From an optimization exercise on the open Yosys and OpenROAD flow, aimed at small area; shortcuts taken in it are not production practice. At most, simulation tests tie the RTL to the original design; equivalence was not proved. Power figures rest on the tool's default switching activity, not on a simulated workload.

the baseline:
## lhce_parse
module lhce_parse (
    input  wire        clk,
    input  wire        rst,           
    input  wire        start,
    input  wire [3:0]  op,
    input  wire [15:0] src_addr,
    input  wire [15:0] src_len,
    input  wire [31:0] ph_src,
    input  wire [31:0] ph_dst,
    output wire        busy,
    output reg         done,
    output wire        mem_rd,
    output wire [9:0]  mem_addr,
    input  wire [31:0] mem_rdata,
    output wire [3:0]  err_code,
    output wire [3:0]  err_sub,
    output wire [31:0] r_csum,
    output wire [31:0] r_csum_field,
    output wire [31:0] r_ip_len,
    output wire [31:0] r_ip_misc,
    output wire [31:0] r_ip_src,
    output wire [31:0] r_ip_dst,
    output wire [31:0] r_ip_hdr,
    output wire [31:0] r_ip_chk,
    output wire [31:0] r_tcp_ports,
    output wire [31:0] r_tcp_seq,
    output wire [31:0] r_tcp_ack,
    output wire [31:0] r_tcp_ctl,
    output wire [31:0] r_tcp_csum,
    output wire [31:0] r_tcp_hdr,
    output wire [31:0] r_pay,
    output wire [31:0] r_out
);
Size: about 2,400 cells after synthesis, about 710 flip-flops, ~27,000 um2 of cells after synthesis.
Settings: LEC_CHECK=0, CAP_MARGIN=20, CORE_MARGIN=2, CORE_UTILIZATION=75, CTS_CLUSTER_DIAMETER=90, CTS_CLUSTER_SIZE=30, PLACE_DENSITY=0.88, SLEW_MARGIN=20, SYNTH_HIERARCHICAL=1, SYNTH_MINIMUM_KEEP_SIZE=0; clock period 7.0 ns.
standard.sh (not shown) runs the stock make flow with config.mk's settings and CLKGATE_MAP_FILE= SYNTH_SCRIPT=/design/flow/synth_recipe.tcl, a recipe that flattens the netlist after the stock synthesis.
==> flow/flow/run.sh <==
#!/bin/bash
# Standard layout (the standard.sh, standard synthesis), with the port
# buffers that global placement inserts made of sky130_fd_sc_hd__buf_1 and
# one tie cell per constant value.
set -euo pipefail
export BUFFER_PORTS_ARGS="-buffer_cell sky130_fd_sc_hd__buf_1"
export SKIP_REPAIR_TIE_FANOUT=1
bash standard.sh > standard.log 2>&1
Modified inputs, the candidate compared to the baseline
Settings: a change of PLACE_DENSITY from 0.88 to 0.75; a change of CORE_UTILIZATION from 75 to 60.
--- outcome ---
Going from the baseline to the candidate, sequential share of layout area decreased by 0.65 points relative to the old numbers; utilization after layout saw a decrease. The candidate: routing usage on met2 lower than the baseline. Taking the baseline as the reference, in the candidate total power saw little to no change, setup slack saw a decrease, share of flip-flops with an asynchronous set or reset saw little to no change. Diff the baseline and the candidate: transition time of the tightest slew-check pin lower in the baseline. Re post-detailed-placement cell area: the baseline was lower than the candidate.
Function was not checked in any run of this note: the RTL went through the layout flow alone.


Another version of the RTL of lhce_parse (not shown whole).
For scale: roughly 2300 cells after synthesis, ~670 I/O pins.
==> flow/design.v (excerpt) <==
module lhce_parse (
    input  wire        clk,
    input  wire        rst,           
    input  wire        start,
    input  wire [3:0]  op,
    input  wire [15:0] src_addr,
    input  wire [15:0] src_len,
    input  wire [31:0] ph_src,
    input  wire [31:0] ph_dst,
    output wire        busy,
    output reg         done,
    output wire        mem_rd,
    output wire [9:0]  mem_addr,
    input  wire [31:0] mem_rdata,
    output wire [3:0]  err_code,
    output wire [3:0]  err_sub,
    output wire [31:0] r_csum,
    output wire [31:0] r_csum_field,
    output wire [31:0] r_ip_len,
    output wire [31:0] r_ip_misc,
    output wire [31:0] r_ip_src,
    output wire [31:0] r_ip_dst,
    output wire [31:0] r_ip_hdr,
    output wire [31:0] r_ip_chk,
    output wire [31:0] r_tcp_ports,
    output wire [31:0] r_tcp_seq,
    output wire [31:0] r_tcp_ack,
    output wire [31:0] r_tcp_ctl,
    output wire [31:0] r_tcp_csum,
    output wire [31:0] r_tcp_hdr,
    output wire [31:0] r_pay,
    output wire [31:0] r_out
);
Settings: LEC_CHECK=0, CAP_MARGIN=20, CORE_MARGIN=2, CORE_UTILIZATION=72, CTS_CLUSTER_DIAMETER=80, CTS_CLUSTER_SIZE=26, PLACE_DENSITY=0.85, SLEW_MARGIN=20, SYNTH_HIERARCHICAL=1, SYNTH_MINIMUM_KEEP_SIZE=0; clock period 7.0 ns.
Scripts as last shown in full above: flow/flow/run.sh
Edit:
- CORE_UTILIZATION: 72 -> 60
- CTS_BUF_LIST: unset -> sky130_fd_sc_hd__clkbuf_8
- CTS_CLUSTER_DIAMETER: 80 -> 50
- CTS_CLUSTER_SIZE: 26 -> 18
- PLACE_DENSITY: 0.85 -> 0.75
Effect: Synthesized area is unchanged. Clock-buffer cell count is higher by 12. Sequential share of layout area is lower by 0.55 points. Power stays flat. Fmax is higher by about 11%. Cell count is higher by about 5%. Critical path depth is higher by 1. Wire length is lower by 3.2%. First-iteration DRC count is lower by about 11%. Setup slack improves by 0.64 ns. Sequential power hardly moves.
Edit:
- CTS_BUF_LIST: sky130_fd_sc_hd__clkbuf_8 -> unset
- CTS_CLUSTER_DIAMETER: 50 -> 90
- CTS_CLUSTER_SIZE: 18 -> 30
Maximum frequency goes up by 0.70%.
Count of clock-buffer cells in the layout came out lower by 21.
Power decreases by about 1.9%.
Core utilization went down by 0.49 points.
Critical path depth fell by 5.
Cell area falls by 0.74%.
Synthesized area is unchanged.


== run A ==
lhce_parse, a different RTL version from the one above (not shown whole).
Size in the first run: roughly 2700 cells after synthesis, roughly 710 flip-flops, roughly 670 I/O pins, about 28000 um2 of cells after synthesis.
## lhce_parse
module lhce_parse (
    input  wire        clk,
    input  wire        rst,           
    input  wire        start,
    input  wire [3:0]  op,
    input  wire [15:0] src_addr,
    input  wire [15:0] src_len,
    input  wire [31:0] ph_src,
    input  wire [31:0] ph_dst,
    output wire        busy,
    output reg         done,
    output wire        mem_rd,
    output wire [9:0]  mem_addr,
    input  wire [31:0] mem_rdata,
    output wire [3:0]  err_code,
    output wire [3:0]  err_sub,
    output wire [31:0] r_csum,
    output wire [31:0] r_csum_field,
    output wire [31:0] r_ip_len,
    output wire [31:0] r_ip_misc,
    output wire [31:0] r_ip_src,
    output wire [31:0] r_ip_dst,
    output wire [31:0] r_ip_hdr,
    output wire [31:0] r_ip_chk,
    output wire [31:0] r_tcp_ports,
    output wire [31:0] r_tcp_seq,
    output wire [31:0] r_tcp_ack,
    output wire [31:0] r_tcp_ctl,
    output wire [31:0] r_tcp_csum,
    output wire [31:0] r_tcp_hdr,
    output wire [31:0] r_pay,
    output wire [31:0] r_out
);
export LEC_CHECK = 0
export CAP_MARGIN = 20
export CORE_MARGIN = 2
export CORE_UTILIZATION = 40
export CTS_BUF_LIST = sky130_fd_sc_hd__clkbuf_4
export CTS_CLUSTER_DIAMETER = 40
export CTS_CLUSTER_SIZE = 10
export PLACE_DENSITY = 0.6
export SLEW_MARGIN = 20
export SYNTH_HIERARCHICAL = 1
export SYNTH_MINIMUM_KEEP_SIZE = 0
create_clock -name core_clock -period 7.0 [get_ports {clk}]
==> flow/flow/run.sh <==
#!/bin/bash
# Standard layout (the standard.sh, standard synthesis), with the port
# buffers that global placement inserts made of sky130_fd_sc_hd__buf_1.
set -euo pipefail
export BUFFER_PORTS_ARGS="-buffer_cell sky130_fd_sc_hd__buf_1"
bash standard.sh > standard.log 2>&1
The flow did not stop early for run A: all stages ran, and the layout cleared the timing, DRC and antenna checks.
For run B, these inputs were changed with respect to run A:
Settings: CTS_BUF_LIST no longer set, was sky130_fd_sc_hd__clkbuf_4; CORE_UTILIZATION now 60, was 40; CTS_CLUSTER_SIZE now 30, was 10; CTS_CLUSTER_DIAMETER now 90, was 40; PLACE_DENSITY now 0.75, was 0.6.
-- flow/flow/run.sh --
<<< run A, line 3
# buffers that global placement inserts made of sky130_fd_sc_hd__buf_1.
>>> run B, line 3
# buffers that global placement inserts made of sky130_fd_sc_hd__buf_1 and
# one tie cell per constant value.
<<< run A, line 6
>>> run B, line 7
export SKIP_REPAIR_TIE_FANOUT=1
## What came out
- Per the comparison of run B with run A, area of the placeable core lost 34%, post-route worst setup slack climbed 130 ps.
- Cell at the slowest stage of the critical path: dfxtp_1 -> run A, o31a_2 -> run B
- Area of all placed cells without fillers: run B lower than run A
- The worst-case setup slack after placement in run B was lower than what run A gave.
- The lower sequential power share came out of run A.
- First-pass GRT wire length improves in run B relative to run A.
- Run A → run B: share of the clock period used by the worst path after layout lower; wire length reported by the detailed router now sits lower; number of vias in the routed layout has increased.
- Run B against run A: non-filler instance count after layout has decreased; sequential share of layout area climbed 1.7 points.
Modified inputs, run C compared to run B
Settings: PLACE_DENSITY now 0.6, was 0.75; CORE_UTILIZATION now 40, was 60; CTS_CLUSTER_SIZE now 20, was 30; CTS_CLUSTER_DIAMETER now 60, was 90; CTS_BUF_LIST now sky130_fd_sc_hd__clkbuf_8, previously not set.
-- flow/flow/run.sh --
<<< run B, line 3
# buffers that global placement inserts made of sky130_fd_sc_hd__buf_1 and
# one tie cell per constant value.
>>> run C, line 3
# buffers that global placement inserts made of sky130_fd_sc_hd__buf_1.
<<< run B, line 7
export SKIP_REPAIR_TIE_FANOUT=1
>>> run C, line 6
--- outcome ---
- Run C: flow completed, timing, DRC and antenna clean
- u_ip.q[41] as the timing endpoint of the critical path was reported by run B, and mem_rd by run C.
- Vertical extent of the die: run C vs run B up about 22%
- Taking run B as the reference, in run C non-clock buffer count +about 0.7%; maximum vdd ir drop shows a reduction of 0.073 mV; total stage count of the critical path shows a reduction of 9.
- Cmp run B and run C / area added between synthesis and finish / higher: run C
- Taking run B as the reference, in run C total half-perimeter wirelength after legalization and detailed placement now larger; power rose 80 uW; design area increased 900 um2.
The inputs of run D differ from those of run C as listed below.
Settings: changing CTS_CLUSTER_DIAMETER from 60 to 90; changing CTS_CLUSTER_SIZE from 20 to 30; removing CTS_BUF_LIST (formerly sky130_fd_sc_hd__clkbuf_8).
Results
- Run D did not stop at any stage, and its layout met the timing, DRC and antenna checks.
- ihl[1] as the worst setup path startpoint was reported by run D, and st[3] by run C.
- | achievable frequency | run D vs run C | 0.84% higher |
- Run D ended with more synthesis-to-layout area growth than run C.
- Run C and run D ended up with roughly the same leakage power figure.
Edits applied to the flow inputs when going from run D to run E:
-- flow/flow/run.sh --
<<< run D, line 3
# buffers that global placement inserts made of sky130_fd_sc_hd__buf_1.
>>> run E, line 3
# buffers that global placement inserts made of sky130_fd_sc_hd__buf_1 and
# one tie cell per constant value.
<<< run D, line 6
>>> run E, line 7
export SKIP_REPAIR_TIE_FANOUT=1
Findings:
- Routed via count: run E vs run D down 1.2%
- Highest-delay cell along the critical path = o21ai_0: run E; highest-delay cell along the critical path = o31a_2: run D
- Going from run D to run E, final critical path time including I/O delays and setup has decreased; total power of the final layout climbed 63 uW.

[what the ideal ports hide]
In the flow no input, the clock included, has a driving cell. The finished layouts below were timed again as built, in two steps. Step 1, drivers: a clkbuf_16 drives clk and a buf_2 each remaining input, both assumed. Step 2 adds t to the input delays and takes it off the output delays; t is the mean of the earliest and latest rising clock arrival at the registers after step 1. Input paths then give back, and output paths get back, about the clock's delay inside the block. Three values: ideal, step 1, step 2; two values: the first two.
run	t (ns)	setup slack, ns	worst setup path after step 2
the baseline	0.657	1.610 / 1.551 / 1.680	register to register
the candidate	0.673	1.478 / 1.478 / 1.478	register to register
the first run of note 2	0.611	0.628 / 0.628 / 0.628	register to register
the second run of note 2	0.736	1.266 / 1.266 / 1.144	input to register
the third run of note 2	0.690	1.306 / 1.306 / 1.130	input to register
run A	0.956	1.429 / 1.368 / 1.662	register to register
run B	0.702	1.558 / 1.558 / 1.558	register to register
run C	0.760	1.587 / 1.525 / 1.644	register to register
run D	0.642	1.632 / 1.632 / 1.632	register to register
run E	0.650	1.668 / 1.668 / 1.668	register to register
After both steps setup and hold are still met in every run listed. The setup slack of the third run of note 2, which loses most, moves by 0.000 ns with the drivers and by -0.176 ns with both steps.
